Background: an optimization exercise with open tools, aiming at small area, a short achievable clock period and few clock cycles per item. Do not read the settings as production practice. Only the layout flow was run in this run; the RTL was not checked for function there.

<file path="run.sh">
#!/bin/bash
# synth_recipe.tcl (not shown) runs the flow's synth.tcl, then flattens the netlist and writes it again
# the make line also repeats each setting of config.mk as NAME=value (left out here)
make -C /OpenROAD-flow-scripts/flow DESIGN_CONFIG=/design/flow/config.mk WORK_HOME=/design/flow/orfs CLKGATE_MAP_FILE= SYNTH_SCRIPT=/design/flow/synth_recipe.tcl finish
</file>
<file path="config.mk">
export PLATFORM = sky130hd
export DESIGN_NAME = ate1_pixel_unit
export DESIGN_NICKNAME = ate1_pixel_unit
export VERILOG_FILES = /design/flow/design.v
export SDC_FILE = /design/flow/constraint.sdc
export NUM_CORES = 8
export LEC_CHECK = 0
export CAP_MARGIN = 20
export CORE_MARGIN = 2
export CORE_UTILIZATION = 35
export SLEW_MARGIN = 20
</file>
<file path="design.v">
module ate1_pixel_unit (
    input  wire        clk,
    input  wire        rst,         
    input  wire        in_valid,
    output wire        in_ready,
    input  wire [3:0]  in_op,
    input  wire [63:0] in_d,
    input  wire [63:0] in_s,
    input  wire [16:0] in_t,
    output reg         out_valid,
    input  wire        out_ready,
    output reg  [63:0] out_p
);
    localparam OP_ADD      = 4'd0;
    localparam OP_SUB      = 4'd1;
    localparam OP_MULC     = 4'd2;
    localparam OP_MIN      = 4'd3;
    localparam OP_MAX      = 4'd4;
    localparam OP_SETALPHA = 4'd5;
    localparam OP_PREALPHA = 4'd6;
    localparam OP_OVER     = 4'd7;
    localparam OP_MULTIPLY = 4'd8;
    localparam OP_SCREEN   = 4'd9;
    localparam OP_DARKEN   = 4'd10;
    localparam OP_LIGHTEN  = 4'd11;
    localparam OP_LERP     = 4'd12;
    localparam OP_INIT32   = 4'd13;
    localparam OP_TLERP    = 4'd14;
    localparam OP_TSEL     = 4'd15;
    localparam A_ONES = 3'd0, A_DC = 3'd1, A_NDC = 3'd2, A_DA = 3'd3, A_NDA = 3'd4,
               A_DIFF = 3'd5, A_BYTE = 3'd6, A_K = 3'd7;
    localparam B_SC = 3'd0, B_SR = 3'd1, B_SA = 3'd2, B_NSA = 3'd3, B_K = 3'd4,
               B_NK = 3'd5, B_AA = 3'd6;
    localparam D_ZERO = 3'd0, D_DC = 3'd1, D_SC = 3'd2, D_DCSC = 3'd3, D_DA = 3'd4,
               D_ACC = 3'd5;
    localparam R_SAT = 3'd0, R_WRAP = 3'd1, R_PICKA = 3'd2, R_PICKM = 3'd3,
               R_MIN = 3'd4, R_MAX = 3'd5, R_DARK = 3'd6, R_LIGHT = 3'd7;
    reg        ir_valid;
    reg [1:0]  ir_pass;
    reg [3:0]  ir_op;
    reg [63:0] ir_d;
    reg [63:0] ir_s;
    reg [16:0] ir_t;
    reg        hold;            
    wire adv = !hold;
    reg [1:0] ir_npass;
    always @(*) begin
        case (ir_op)
            OP_MULTIPLY:                      ir_npass = 2'd2;
            OP_DARKEN, OP_LIGHTEN, OP_TLERP:  ir_npass = 2'd1;
            default:                          ir_npass = 2'd0;
        endcase
    end
    wire ir_last = (ir_pass == ir_npass);
    wire ir_free = !ir_valid || ir_last;
    assign in_ready = adv && ir_free;
    always @(posedge clk) begin
        if (rst) begin
            ir_valid <= 1'b0;
        end else if (adv) begin
            if (ir_free) begin
                ir_valid <= in_valid;
            end
        end
        if (adv) begin
            if (ir_free) ir_pass <= 2'd0;
            else         ir_pass <= ir_pass + 2'd1;
        end
        if (in_ready) begin
            ir_op <= in_op;
            ir_d  <= in_d;
            ir_s  <= in_s;
            ir_t  <= in_t;
        end
    end
    wire [15:0] da = ir_d[63:48];
    wire [15:0] sa = ir_s[63:48];
    wire [15:0] sr = ir_s[15:0];
    wire [15:0] k  = ir_t[15:0];
    wire [15:0] aa = {ir_s[31:24], ir_s[31:24]};
    reg        p_valid;
    reg        p_last;
    reg [131:0] p_prod;
    reg [67:0]  p_add;
    reg [3:0]   p_rnd;
    reg [3:0]   p_sub;
    reg [3:0]   p_acc;
    reg [11:0]  p_res;
    integer c;
    reg [2:0]  asel, bsel, dsel, rsel;
    reg        rnd, sub;
    reg [15:0] dc, sc, byte2;
    reg signed [16:0] av;
    reg [15:0] bv;
    reg [16:0] dv;
    reg signed [32:0] prod;
    reg        alpha;
    always @(posedge clk) begin
        if (rst) begin
            p_valid <= 1'b0;
        end else if (adv) begin
            p_valid <= ir_valid;
        end
        if (adv) begin
            p_last <= ir_last;
            for (c = 0; c < 4; c = c + 1) begin
                alpha = (c == 3);
                dc = ir_d[16*c +: 16];
                sc = ir_s[16*c +: 16];
                byte2 = alpha ? aa : {ir_s[8*(2-c) +: 8], ir_s[8*(2-c) +: 8]};
                asel = A_ONES; bsel = B_SC; dsel = D_ZERO; rsel = R_SAT; rnd = 1'b1; sub = 1'b0;
                case (ir_op)
                    OP_ADD:      begin dsel = D_DC; end
                    OP_SUB:      begin dsel = D_DC; sub = 1'b1; end
                    OP_MULC:     begin asel = A_DC; end
                    OP_MIN:      begin dsel = D_DC; sub = 1'b1; rsel = R_MIN; end
                    OP_MAX:      begin dsel = D_DC; sub = 1'b1; rsel = R_MAX; end
                    OP_SETALPHA: begin
                        if (alpha) begin bsel = B_SR; end
                        else begin dsel = D_DC; rsel = R_PICKA; end
                    end
                    OP_PREALPHA: begin
                        bsel = B_SR;
                        if (!alpha) asel = A_DC;
                    end
                    OP_OVER:     begin asel = A_DC; bsel = B_NSA; dsel = D_SC; end
                    OP_MULTIPLY: begin
                        if (alpha) begin
                            asel = A_NDA; bsel = B_SA; dsel = D_DA;
                        end else begin
                            case (ir_pass)
                                2'd0:    begin asel = A_DC;  bsel = B_NSA; end
                                2'd1:    begin asel = A_NDA; bsel = B_SC; dsel = D_ACC; end
                                default: begin asel = A_DC;  bsel = B_SC; dsel = D_ACC; end
                            endcase
                        end
                    end
                    OP_SCREEN:   begin asel = A_NDC; dsel = D_DC; end
                    OP_DARKEN, OP_LIGHTEN: begin
                        if (alpha) begin
                            asel = A_NDA; bsel = B_SA; dsel = D_DA;
                        end else begin
                            dsel = D_DCSC; sub = 1'b1;
                            if (ir_pass == 2'd0) begin asel = A_DA; end
                            else begin
                                asel = A_DC; bsel = B_SA;
                                rsel = (ir_op == OP_DARKEN) ? R_DARK : R_LIGHT;
                            end
                        end
                    end
                    OP_LERP:     begin
                        if (ir_t[16]) begin rsel = R_PICKM; end
                        else begin asel = A_DIFF; bsel = B_K; rnd = 1'b0; dsel = D_DC; rsel = R_WRAP; end
                    end
                    OP_INIT32:   begin
                        bsel = B_AA;
                        if (!alpha) asel = A_BYTE;
                    end
                    OP_TLERP:    begin
                        if (ir_pass == 2'd0) begin asel = A_DC; bsel = B_NK; end
                        else begin asel = A_K; dsel = D_ACC; end
                    end
                    default:     begin    
                        dsel = D_DC; rsel = k[15] ? R_PICKM : R_PICKA;
                    end
                endcase
                case (asel)
                    A_ONES:  av = 17'sh0ffff;
                    A_DC:    av = {1'b0, dc};
                    A_NDC:   av = {1'b0, ~dc};
                    A_DA:    av = {1'b0, da};
                    A_NDA:   av = {1'b0, ~da};
                    A_DIFF:  av = $signed({1'b0, sc}) - $signed({1'b0, dc});
                    A_BYTE:  av = {1'b0, byte2};
                    default: av = {1'b0, k};
                endcase
                case (bsel)
                    B_SC:    bv = sc;
                    B_SR:    bv = sr;
                    B_SA:    bv = sa;
                    B_NSA:   bv = ~sa;
                    B_K:     bv = k;
                    B_NK:    bv = ~k;
                    default: bv = aa;
                endcase
                case (dsel)
                    D_DC:    dv = {1'b0, dc};
                    D_SC:    dv = {1'b0, sc};
                    D_DCSC:  dv = {1'b0, dc} + {1'b0, sc};
                    D_DA:    dv = {1'b0, da};
                    default: dv = 17'd0;
                endcase
                prod = av * $signed({1'b0, bv}) + (rnd ? 33'sh8000 : 33'sh0);
                p_prod[33*c +: 33] <= prod;
                p_add[17*c +: 17]  <= dv;
                p_rnd[c]  <= rnd;
                p_sub[c]  <= sub;
                p_acc[c]  <= (dsel == D_ACC);
                p_res[3*c +: 3] <= rsel;
            end
        end
    end
    reg [75:0] acc;
    reg [75:0] y_s;
    reg [63:0] y_res;
    reg [32:0] x;
    reg [16:0] lo, pa;
    reg [15:0] m;
    reg signed [18:0] aop, s, s2, ac;
    reg [15:0] r;
    reg [2:0] rs;
    always @(*) begin
        for (c = 0; c < 4; c = c + 1) begin
            x  = p_prod[33*c +: 33];
            pa = p_add[17*c +: 17];
            ac = acc[19*c +: 19];
            rs = p_res[3*c +: 3];
            lo = {1'b0, x[15:0]} + {1'b0, x[31:16]};
            m  = x[31:16] + {15'd0, p_rnd[c] & lo[16]};
            aop = p_acc[c] ? ac : $signed({2'b00, pa});
            s  = p_sub[c] ? aop - $signed({3'b000, m}) : aop + $signed({3'b000, m});
            case (rs)
                R_DARK:  s2 = (s < ac) ? s : ac;
                R_LIGHT: s2 = (s > ac) ? s : ac;
                default: s2 = s;
            endcase
            case (rs)
                R_WRAP:  r = s[15:0];
                R_PICKA: r = pa[15:0];
                R_PICKM: r = m;
                R_MIN:   r = s[18] ? pa[15:0] : m;
                R_MAX:   r = s[18] ? m : pa[15:0];
                default: r = s2[18] ? 16'd0 : (|s2[17:16]) ? 16'hffff : s2[15:0];
            endcase
            y_s[19*c +: 19] = s;
            y_res[16*c +: 16] = r;
        end
    end
    wire y_done = p_valid && p_last && adv;
    wire out_free = !out_valid || out_ready;
    always @(posedge clk) begin
        if (rst) begin
            out_valid <= 1'b0;
            hold      <= 1'b0;
        end else begin
            if (hold) begin
                if (out_ready) hold <= 1'b0;
            end else if (y_done && !out_free) begin
                hold <= 1'b1;
            end
            if (hold || y_done)
                out_valid <= 1'b1;
            else if (out_ready)
                out_valid <= 1'b0;
        end
        if (hold) begin
            if (out_ready) out_p <= {acc[72:57], acc[53:38], acc[34:19], acc[15:0]};
        end else if (y_done && out_free) begin
            out_p <= y_res;
        end
        if (adv && p_valid) begin
            for (c = 0; c < 4; c = c + 1)
                acc[19*c +: 19] <= p_last ? {3'b000, y_res[16*c +: 16]} : y_s[19*c +: 19];
        end
    end
endmodule
</file>
<file path="constraint.sdc">
create_clock -name core_clock -period 16.0 [get_ports {clk}]
set_input_delay 3.2000 -clock core_clock [delete_from_list [all_inputs] [get_ports {clk}]]
set_output_delay 3.2000 -clock core_clock [all_outputs]
set_load 0.01 [all_outputs]
</file>
==> notes.md <==
Placed design
Prior to clock tree synthesis, the placed netlist has a worst setup slack of 4.789 ns. The number of buffer cells added on primary ports is 218. The placed instances occupy a cell area of 86300 um2. Routability-driven placement finished with a final weighted congestion of 0.9895. The number of placed cells counting well taps is 11970.

Summed over all nets, the half-perimeter wirelength after detailed placement is 234.2 mm.

Synthesis
Synthesis produced a netlist with a net count of 10920. The combined area of all synthesized cells is 80570 um2. The mean cell area of the mapped netlist is 8.997 um2. The share of synthesized flip-flops with an asynchronous set or reset is 0. The library cell occupying the most area in the post-synthesis netlist is sky130_fd_sc_hd__fa_1. In this run, synthesis produced a sequential element count of 503. The portion of synthesized cell area occupied by the leading cell type is 0.2681.

The commonest cells after synthesis are sky130_fd_sc_hd__inv_1, sky130_fd_sc_hd__nor2_1, sky130_fd_sc_hd__fa_1. The distinct cell type count after synthesis is 93. The share of the Yosys chip area taken by registers is 0.1870. The dominant cell by count in the synthesized netlist is sky130_fd_sc_hd__inv_1. The gate count after technology mapping is 8956.

The synthesized design contains 499 enable-type register cells. Yosys attributes the largest share of cell area to sky130_fd_sc_hd__fa_1, sky130_fd_sc_hd__edfxtp_1, sky130_fd_sc_hd__ha_1. For this run, the leading register cell type out of synthesis is sky130_fd_sc_hd__edfxtp_1. For this run, the number of Yosys warnings is 1.

CTS
The clock root buffer is sky130_fd_sc_hd__clkbuf_16. The number of H-tree levels is 3. Buffers inserted during clock tree synthesis total 69. The clock net in this run drives a total of 503 sinks.

The number of hold buffers added after CTS is 0. The clock latency on the worst-skew pair is 0.72 ns. The CTS tree is yes. The setup fix buffers added after clock tree synthesis is 0. The clock-pin slew reported for the worst setup and hold paths after clock tree synthesis is 0.06 ns. The post-cts gate resize count is 0. Counting along the longest clock path gives a buffer depth of 3.

Die
The floorplan has 176 rows. The total area inside the core boundary comes to 229500 um2. The count of boundary I/O pins is 219. Measured along the x axis, the die boundary spans 483.8 um. The initial utilization of the core area, before any placement, comes to 0.3511. The die is 483.8 um tall. The full die area is 234100 um2.

Detailed routing
The initial detailed-routing violation count is 7159. After detailed routing, the total wire length is 290.8 mm. The via total after detailed routing is 67200.

The per-cell routed wire length is 24.04 um. The residual DRC count is 0. The pre-antenna-repair detailed-routing pass consisted of 7 iterations. The residual antenna-violating net count after detailed routing is 0.

The per-cell via count in the routed design is 5.554.

STA
The final worst-path cycle share is 0.7193. At the pin with the least slew margin, the transition time is 1.306 ns. In the final timing run, aggregate negative setup slack is 0 ns. Setup repair after global routing left no endpoint under its margin. The count of final max-slew check failures was 0. Setup violations remaining at the end of the flow were counted as 0.

On the final layout, the worst clock skew is 0.04341 ns. Setup slack closes at 4.491 ns. Static timing analysis puts the maximum clock frequency at 0.08689 GHz. The final number of hold-violating endpoints is 0.

The final critical path time including I/O delays and setup is 11.51 ns. The worst max-slew margin expressed relative to the limit is 0.1204.

Final layout
The area of all placed cells without fillers is 88660 um2. After the flow finishes, the layout carries non-filler instances totaling 12100. Counting the fill cells in the layout gives 22970. The area growth from synthesis to layout is 10.03%. The proportion of layout cells with a drive suffix above 1 is 0.05271. Measured on the finished design, the core utilization comes to 0.3864.

The net count of the finished layout is 10980.

Global route
The via count of the first global-routing pass is 67240. The largest net degree at the start of global routing is 116. The final global-route overflow total is 0. In the global route stage, overall resource usage came out at 0.2457. The initial antenna violation count is 23.

The global-route wire length before repair is 434.2 mm.

Job
Across the run, the number of max-cap violations was 0.

Worst setup path
The category of cells accounting for the largest share of critical-path delay is compound AO/OA/AOI/OAI gates. For this run, the slowest stage of the critical path takes 0.99 ns. The nature of the critical path startpoint is a flip-flop.

The critical path start-end classification is flip-flop to flip-flop. The most numerous cell type found on the critical path is sky130_fd_sc_hd__fa_1. The worst endpoint data arrival time is 11.97 ns. The combined buffer and inverter count along the critical path is 5. The largest individual stage delay along the critical path comes from the cell sky130_fd_sc_hd__a211oi_1.

The highest net fanout along the worst path is 26. For the worst setup path, the data required time is 16.46 ns. The kind of capture point of the worst setup path is a flip-flop.

Outcome
The run finished with no timing, DRC or antenna violations.

Hold path
The path class of the tightest hold or removal check is flip-flop to flip-flop.
-- cells in the final DEF (no fill, tap or decap), drive strengths merged, types with 115 or more instances in the layout --
| cell | count |
|---|---|
| a21oi | 439 |
| buf | 138 |
| clkdlybuf4s50 | 218 |
| edfxtp | 499 |
| fa | 1079 |
| ha | 730 |
| inv | 1426 |
| mux2 | 115 |
| nand2 | 831 |
| nor2 | 1081 |
| nor3 | 129 |
| o21ai | 251 |
| xnor2 | 295 |
| xor2 | 117 |
-- flip-flops by register name, summed over array words and instances (netlist names), 6 cells and up --
signal	count
p_prod	128
acc	76
ir_d	64
p_add	68
out_p	64
ir_t	17
ir_s	64
p_res	6
-- logic make-up (layout without fill, tap and decap cells) --
group	count (synthesis)	after routing	share of synthesized area
AO/OA/AOI/OAI	1644	1644	0.1380
XOR/XNOR	415	415	0.04586
adder cells (fa/ha/maj)	1809	1809	0.3814
buffers and inverters	1793	1905	0.08393
flip-flops	503	503	0.1870
multiplexers	146	146	0.01992
other	1	6	0.00004654
AND/OR/NAND/NOR	2645	2645	0.1439
-- worst min-delay path, cell delays in order (launching register included) --
cell                       delay, ns
sky130_fd_sc_hd__dfxtp_1        0.33
sky130_fd_sc_hd__nand2b_1       0.07
sky130_fd_sc_hd__a21oi_1        0.06
-- layer usage --
metal,share of wire,GRT usage
met3,0.086,0.04556
met4,0.058,0.1255
met1,0.42,0.3345
met2,0.43,0.3724
met5,0.00025,0
-- layout make-up --
type                    count  area, um2  share of cell area
inverters                1423       5349             0.06033
clock buffers              82       1807             0.02038
multi-input cells        6660      58880              0.6641
well taps                3026       3786             0.04270
clock inverters            43      516.7            0.005828
diodes                      5      12.51           0.0001411
flip-flops and latches    503      15070              0.1699
repair buffers            357       3243             0.03658
-- final timing paths --
check | startpoint | to | cells past startpoint | slack [ns]
setup / recovery | ir_op[3] | p_prod[30] | 33 | 4.49
hold / removal | out_valid | out_valid | 2 | 0.51
setup reg to reg | ir_op[3] | p_prod[30] | 33 | 4.49
hold reg to reg | out_valid | out_valid | 2 | 0.51
-- through the flow --
| step | hold slack, ns |
|---|---|
| CTS | 0.5199 |
| global placement | 0.4975 |
| detailed placement | 0.5080 |
| floorplan | 0.4732 |
| finish | 0.5125 |
| global route | 0.5548 |

==> afterwards: timing with drivers on the ports <==
No port has a modelled driver above. Below, the same layout with a new extraction and two added sets of constraints. Step 1 sets driving cells, clkbuf_16 on the clock port and buf_2 on the other inputs (assumed; they add their load-dependent delay and slew). Step 2 moves the port delays by t, midway between the first and last clock arrival at a register: inputs arrive t later, outputs are due t later. That takes back most of the time a late clock gives input paths. Slacks: ideal ports / drivers / drivers and shift; pairs: ideal ports / drivers.
t (ns): 0.794
slack for setup (ns): 4.491 / 4.491 / 4.491
worst setup path after step 2: register to register
clock arrival spread, ns: 0.047 / 0.048
After both steps setup and hold are still met in this run. For this run, drivers alone change the setup slack by 0.000 ns; drivers and shift together by 0.000 ns.
